From an optimization exercise on the open Yosys and OpenROAD flow, aimed at a short achievable clock period and few clock cycles; shortcuts taken in it are not production practice.
Function was checked by simulation only, so behaviour that the tests miss may differ from the original.
Power is estimated from default activity; no workload was simulated.

==> inputs of xenon <==
Design ad57xx_ctrl, start of the top module:
module ad57xx_ctrl (
    input  wire        clk,
    input  wire        rst,            
    input  wire        cfg_dual,       
    input  wire        cfg_readback,   
    input  wire        req_valid,
    output wire        req_ready,
    input  wire [3:0]  req_op,
    input  wire [1:0]  req_kind,
    input  wire [2:0]  req_sel,
    input  wire [2:0]  req_tag,
    input  wire [15:0] req_val,
    input  wire [2:0]  req_ch,
    input  wire        req_on,
    input  wire [15:0] req_value,
    input  wire [3:0]  req_cfg,
    input  wire [2:0]  req_range,
    input  wire [15:0] req_raw,
    output reg         rsp_valid,
    output reg  [1:0]  rsp_result,
    output reg  [2:0]  rsp_tag,
    output reg  [23:0] rsp_data,
    output reg  [7:0]  rsp_terr,
    output wire        tx_valid,
    output wire        tx_xfer,
    output wire [23:0] tx_frame,
    input  wire        tx_done,
    input  wire        tx_err,
    input  wire [7:0]  tx_ecode,
    input  wire [23:0] tx_rx
);
    localparam [3:0] OP_ENCODE    = 4'h0;
    localparam [3:0] OP_WRITE     = 4'h1;
    localparam [3:0] OP_READ      = 4'h2;
    localparam [3:0] OP_SET_POWER = 4'h3;
    localparam [3:0] OP_SET_DAC   = 4'h4;
    localparam [3:0] OP_SET_CFG   = 4'h5;
    localparam [3:0] OP_GET_CFG   = 4'h6;
    localparam [3:0] OP_SET_RANGE = 4'h7;
    localparam [3:0] OP_CLEAR     = 4'h8;
  ...
clock: 6.0 ns
lec_check: 0
abc_clock_period_in_ps: 1500
cap_margin: 20
core_margin: 2
core_utilization: 40
place_density: 0.6
setup_slack_margin: 4.0
slew_margin: 20
standard.sh (not shown) runs the stock make flow with config.mk's settings and CLKGATE_MAP_FILE= SYNTH_SCRIPT=/design/flow/synth_recipe.tcl, a recipe that flattens the netlist after the stock synthesis.
==> flow/flow/run.sh <==
#!/bin/bash
# Layout flow: the standard layout (standard.sh: ORFS synthesis through
# finish, unchanged scripts and settings), with one difference: the slow
# stacked-PMOS cells (4-input OR/NOR and the 2111 AOI/OAI cells) are added
# to the platform's don't-use list, so that neither ABC nor the resizer
# places them on the request-decode paths.  Registers are untouched: the
# don't-use list only names combinational cells.
set -euo pipefail
here=$(cd "$(dirname "${BASH_SOURCE[0]}")" && pwd)
du="$(tr '\n' ' ' < "$here/dont_use_platform.txt") $(tr '\n' ' ' < "$here/dont_use_slow.txt")"
bash standard.sh "DONT_USE_CELLS=$du" finish > standard_flow.log 2>&1
test -f out/final.def
Other scripts of this flow, unchanged in this note and not shown: flow/flow/dont_use_platform.txt, flow/flow/dont_use_slow.txt
==> yarrow (differences from xenon) <==
--- a/flow/design.v
+++ b/flow/design.v
@@ -57,11 +57,12 @@
     localparam [1:0] R_OK    = 2'd0;
     localparam [1:0] R_INVAL = 2'd1;
     localparam [1:0] R_RDERR = 2'd2;
     localparam [1:0] R_TXERR = 2'd3;
     localparam [23:0] XCHG_FRAME = 24'h180000;
-    reg        busy;         
+    reg        idle;         
+    wire       busy = !idle;
     reg        rdy;          
     reg        released;
     reg [3:0]  cfg_shadow;
     reg [15:0] pwr_shadow;
     reg        xfer_q;
@@ -76,13 +77,16 @@
     reg        dm_rng_q;     
     reg        dm_cfg_q;     
     reg        dm_err_q;     
     reg [1:0]  dm_kind_q;    
     assign req_ready = rdy;
-    assign tx_valid  = busy;
-    assign tx_xfer   = xfer_q;
-    assign tx_frame  = frame_q;
+    reg        txv;
+    reg        txx;
+    reg [23:0] txf;
+    assign tx_valid  = txv;
+    assign tx_xfer   = txx;
+    assign tx_frame  = txf;
     reg [3:0]  p_op;
     reg [1:0]  p_kind;
     reg [2:0]  p_sel;
     reg [2:0]  p_tag;
     reg [15:0] p_val;
@@ -213,50 +217,67 @@
     wire a_rng  = op_rd && k_rng;
     wire a_cfg  = op_gc || (k_ctl && fn_cfg);
     wire a_err  = op_rd && k_ctl && !fn_cfg;
     wire [1:0] a_dkind = p_kind;
     wire [3:0] o = req_op;
-    wire x_simple = (!o[3] && ((o[1] && o[0] && !o[2]) || (o[2] && !(o[1] && o[0])))) ||
-                    (o[3] && !o[2] && !o[1]);
-    wire xo_sp = o[1] && o[0];
+    wire x_simple = (!o[3] && (o[2] || o[1])) || (o[3] && !o[2] && !o[1]);
+    wire xo_rd = !o[2] && o[1] && !o[0];
+    wire xo_sp = !o[2] && o[1] && o[0];
     wire xo_sd = o[2] && !o[1] && !o[0];
-    wire xo_sc = o[2] && o[0];
-    wire xo_gc = o[2] && o[1];
+    wire xo_sc = o[2] && !o[1] && o[0];
+    wire xo_gc = o[2] && o[1] && !o[0];
+    wire xo_sr = o[2] && o[1] && o[0];
     wire xo_cl = o[3] && !o[0];
     wire xo_ld = o[3] && o[0];
     wire x_ch_legal  = p_dual ? (!req_ch[0] && !(req_ch[2] && req_ch[1]))
                               : (!req_ch[2] || (!req_ch[1] && !req_ch[0]));
-    wire x_inval = (xo_sp || xo_sd) && !x_ch_legal;
+    wire x_sel_legal = p_dual ? (!req_sel[0] && !(req_sel[2] && req_sel[1]))
+                              : (!req_sel[2] || (!req_sel[1] && !req_sel[0]));
+    wire xk_pwr   = req_kind[1] && !req_kind[0];
+    wire xk_ctl   = req_kind[1] && req_kind[0];
+    wire x_fn_cfg = (req_sel == FN_CONFIG);
+    wire x_cmd_ok = (!req_kind[1] && x_sel_legal) || xk_pwr || (xk_ctl && !req_sel[1]);
+    wire x_inval = ((xo_sp || xo_sd) && !x_ch_legal) ||
+                   (xo_sr && (!x_ch_legal || (req_range[2] && req_range[1]))) ||
+                   (xo_rd && !x_cmd_ok);
     wire x_gcfg0 = xo_gc && !p_rb;               
     wire x_start = !x_inval && !x_gcfg0;
     wire [1:0]  x_result = {1'b0, x_inval};
     wire [2:0]  x_tag    = {x_gcfg0, 2'b00};
     wire [23:0] x_data   = {20'd0, cfg_shadow & {4{x_gcfg0}}};
-    wire [3:0]  x_mask   = (req_ch == 3'd4) ? (p_dual ? 4'h5 : 4'hF) :
-                           (4'h1 << req_ch[1:0]);
-    wire [3:0]  x_pwr    = req_on ? (pwr_shadow[3:0] | x_mask)
-                                  : (pwr_shadow[3:0] & ~x_mask);
+    wire [3:0]  x_mask;
+    assign x_mask[0] = !req_ch[2] ? (req_ch[1:0] == 2'd0) : !req_ch[1] && !req_ch[0];
+    assign x_mask[1] = !req_ch[2] ? (req_ch[1:0] == 2'd1) : !req_ch[1] && !req_ch[0] && !p_dual;
+    assign x_mask[2] = !req_ch[2] ? (req_ch[1:0] == 2'd2) : !req_ch[1] && !req_ch[0];
+    assign x_mask[3] = !req_ch[2] ? (req_ch[1:0] == 2'd3) : !req_ch[1] && !req_ch[0] && !p_dual;
+    wire [3:0]  x_pwr;
+    assign x_pwr[0] = x_mask[0] ? req_on : pwr_shadow[0];
+    assign x_pwr[1] = x_mask[1] ? req_on : pwr_shadow[1];
+    assign x_pwr[2] = x_mask[2] ? req_on : pwr_shadow[2];
+    assign x_pwr[3] = x_mask[3] ? req_on : pwr_shadow[3];
     wire        x_spw0   = xo_sp && !p_rb;       
     wire [23:0] x_frame;
-    assign x_frame[23]    = o[1] && ((o[0] && p_rb) || o[2]);
+    assign x_frame[23]    = xo_rd || (xo_sp && p_rb) || xo_gc;
     assign x_frame[22:21] = 2'b00;
-    assign x_frame[20]    = !xo_sd;
-    assign x_frame[19]    = o[3] || (o[2] && (o[0] || o[1]));
-    assign x_frame[18]    = (xo_sd && req_ch[2]) || o[3];
-    assign x_frame[17]    = xo_sd && req_ch[1];
-    assign x_frame[16]    = (xo_sd && req_ch[0]) || (o[2] && (o[0] || o[1])) || (o[3] && o[0]);
+    assign x_frame[20]    = xo_rd ? req_kind[1] : !(xo_sd || xo_sr);
+    assign x_frame[19]    = xo_rd ? req_kind[0] : !(xo_sd || xo_sp);
+    assign x_frame[18]    = (xo_rd && !xk_pwr && req_sel[2]) || ((xo_sd || xo_sr) && req_ch[2]) || o[3];
+    assign x_frame[17]    = (xo_rd && !xk_pwr && req_sel[1]) || ((xo_sd || xo_sr) && req_ch[1]);
+    assign x_frame[16]    = (xo_rd && !xk_pwr && req_sel[0]) || ((xo_sd || xo_sr) && req_ch[0]) ||
+                            xo_sc || xo_gc || xo_ld;
     assign x_frame[15:4]  = ({12{xo_sd}} & req_value[15:4]) | ({12{x_spw0}} & pwr_shadow[15:4]);
-    assign x_frame[3:0]   = ({4{xo_sd}} & req_value[3:0]) | ({4{x_spw0}} & x_pwr) |
-                            ({4{xo_sc}} & req_cfg);
-    wire x_last = !(xo_sp && p_rb) && !(xo_gc && p_rb);
+    assign x_frame[3]     = (xo_sd && req_value[3]) || (x_spw0 && x_pwr[3]) || (xo_sc && req_cfg[3]);
+    assign x_frame[2:0]   = ({3{xo_sd}} & req_value[2:0]) | ({3{x_spw0}} & x_pwr[2:0]) |
+                            ({3{xo_sc}} & req_cfg[2:0]) | ({3{xo_sr}} & req_range);
+    wire x_last = !xo_rd && !(xo_sp && p_rb) && !(xo_gc && p_rb);
     wire x_spw  = xo_sp;
     wire x_wcfg = xo_sc;
     wire x_wpwr = x_spw0;
     wire x_gcfg = xo_gc;
-    wire x_rng  = 1'b0;
-    wire x_cfg  = xo_gc;
-    wire x_err  = 1'b0;
+    wire x_rng  = xo_rd && !req_kind[1] && req_kind[0];
+    wire x_cfg  = xo_gc || (xk_ctl && x_fn_cfg);
+    wire x_err  = xo_rd && xk_ctl && !x_fn_cfg;
     wire        usep    = pf || pend;
     wire        go      = usep ? (accept || pend) : (accept && x_simple);
     wire        f_ref   = usep ? refuse : released;
     wire        f_start = usep ? start : x_start;
     wire [1:0]  f_result = usep ? a_result : x_result;
@@ -271,41 +292,57 @@
     wire        f_on     = usep ? p_on : req_on;
     wire [3:0]  f_mask   = usep ? ch_mask : x_mask;
     wire        f_rng    = usep ? a_rng : x_rng;
     wire        f_cfg    = usep ? a_cfg : x_cfg;
     wire        f_err    = usep ? a_err : x_err;
-    wire [1:0]  f_dkind  = a_dkind;
+    wire [1:0]  f_dkind  = usep ? a_dkind : req_kind;
     wire        ok_done  = tx_done && !tx_err;
     wire        fin      = tx_done && (tx_err || last_q);
     wire [15:0] rx       = tx_rx[15:0];
     wire [15:0] rx_new   = on_q ? (rx | {12'd0, mask_q}) : (rx & ~{12'd0, mask_q});
     wire        rd_fin   = xfer_q && !spw_q;      
     wire        rx_bad   = dm_rng_q && rx[2] && rx[1];
     wire [15:0] rx_dec   = {({12{!dm_rng_q && !dm_cfg_q}} & rx[15:4]) | {12{rx_bad}},
                             (!dm_rng_q && rx[3]) || rx_bad,
                             rx[2:0] | {3{rx_bad}}};
+    wire [23:0] next_frame = frame_q[23] ? XCHG_FRAME : {8'h10, rx_new};
+    always @(posedge clk) begin
+        if (!busy) begin
+            txx <= 1'b0;
+            txf <= go ? f_frame : 24'd0;
+        end else if (tx_done) begin
+            txx <= frame_q[23];
+            txf <= next_frame;
+        end else begin
+            txx <= xfer_q;
+            txf <= frame_q;
+        end
+    end
     always @(posedge clk) begin
         if (rst) begin
-            busy       <= 1'b0;
+            idle       <= 1'b1;
+            txv        <= 1'b0;
             rdy        <= 1'b1;
             pend       <= 1'b0;
             pf         <= 1'b0;
             released   <= 1'b0;
             cfg_shadow <= 4'b0100;
             pwr_shadow <= 16'h0000;
             rsp_valid  <= 1'b0;
         end else if (!busy) begin
             rsp_valid <= go && !f_ref && !f_start;
-            busy      <= go && !f_ref && f_start;
+            idle      <= !(go && !f_ref && f_start);
+            txv       <= go && !f_ref && f_start;
             pend      <= accept && !pf && !x_simple;
             pf        <= req_valid && !accept;
             rdy       <= !(go && !f_ref && f_start) && !(accept && !pf && !x_simple);
             if (usep && (accept || pend) && !refuse && op_dy)
                 released <= 1'b1;
         end else begin
             rsp_valid <= fin;
-            busy      <= !fin;
+            idle      <= fin;
+            txv       <= !fin;
             pend      <= 1'b0;
             pf        <= req_valid;
             rdy       <= fin;
             if (ok_done && (wcfg_q || (gcfg_q && xfer_q)))
                 cfg_shadow <= wcfg_q ? frame_q[3:0] : rx[3:0];
@@ -337,17 +374,16 @@
             rsp_tag    <= (tx_err || !rd_fin || dm_err_q) ? TAG_NONE :
                           dm_cfg_q ? TAG_CTL : ({1'b0, dm_kind_q} + 3'd1);
             rsp_data   <= (!tx_err && rd_fin && !dm_err_q) ? {8'd0, rx_dec} : 24'd0;
             rsp_terr   <= tx_err ? tx_ecode : 8'd0;
             if (tx_done) begin
+                frame_q <= next_frame;
                 if (frame_q[23]) begin
                     xfer_q  <= 1'b1;
-                    frame_q <= XCHG_FRAME;
                     last_q  <= !spw_q;
                 end else begin
                     xfer_q  <= 1'b0;
-                    frame_q <= {8'h10, rx_new};
                     last_q  <= 1'b1;
                     wpwr_q  <= 1'b1;
                 end
             end
         end
==> summary of the runs <==
Of yarrow and xenon, yarrow has the higher power (gap about 10%, measured against xenon). Against yarrow, the die area of xenon is lower by about 13%. Worst setup slack: xenon is better than yarrow (68 ps). Count of clock-buffer cells in the layout: yarrow is lower than xenon (7). Flip-flop and latch count: xenon is lower than yarrow (26). Of yarrow and xenon, yarrow has the higher routed wire length (gap about 20%, measured against xenon).
==> figures <==
Layout Utilization: xenon 60.9%; yarrow 59.1%
Rel. slew slack: xenon 55.0%; yarrow 39.0%
Delay of the slowest cell on the worst path: xenon 320 ps; yarrow 330 ps
Via count: xenon 6,334; yarrow 7,423
Pin count of the biggest net entering global routing: xenon 26; yarrow 28
First drt pass iteration count: xenon 6; yarrow 7
Status: xenon timing/DRC/antenna clean; yarrow timing/DRC/antenna clean
Total sequential power: xenon 1.36 mW; yarrow 1.54 mW
Fraction of final layout cells with drive strength greater than 1: xenon 32.7%; yarrow 33.1%
HPWL after detailed placement: xenon 16.4 mm; yarrow 18.4 mm
Cell-internal power: xenon 2.20 mW; yarrow 2.36 mW
Power after layout: xenon 3.02 mW; yarrow 3.33 mW
Area occupied by multi-input gates: xenon 3240 um2; yarrow 4050 um2
Testbench counts of xenon, summed over its fixed seeds: cycles 65,204.
Testbench counts of yarrow, summed over its fixed seeds: cycles 64,223.

[static timing again, ports no longer ideal]
In the flow no input, the clock included, has a driving cell. The finished layouts below were timed again as built, in two steps. Step 1: set_driving_cell puts a clkbuf_16 on clk and a buf_2 on each other input, an assumption about the parent block. Step 2 also shifts input and output timing later by t, the mid clock arrival at the registers, as if the neighbouring blocks saw the same clock. a / b / c = no drivers / after step 1 / after step 2; a / b = the first two.
| run | t (ns) | setup WS [ns] | slew at the worst register clock pin (ns) |
|---|---|---|---|
| xenon | 0.469 | 3.742 / 3.738 / 3.269 | 0.07 / 0.07 |
| yarrow | 0.481 | 3.674 / 3.691 / 3.210 | 0.08 / 0.08 |
After both steps every run listed still meets setup and hold. The setup slack of xenon, which loses most, moves by -0.004 ns with the drivers and by -0.473 ns with both steps.
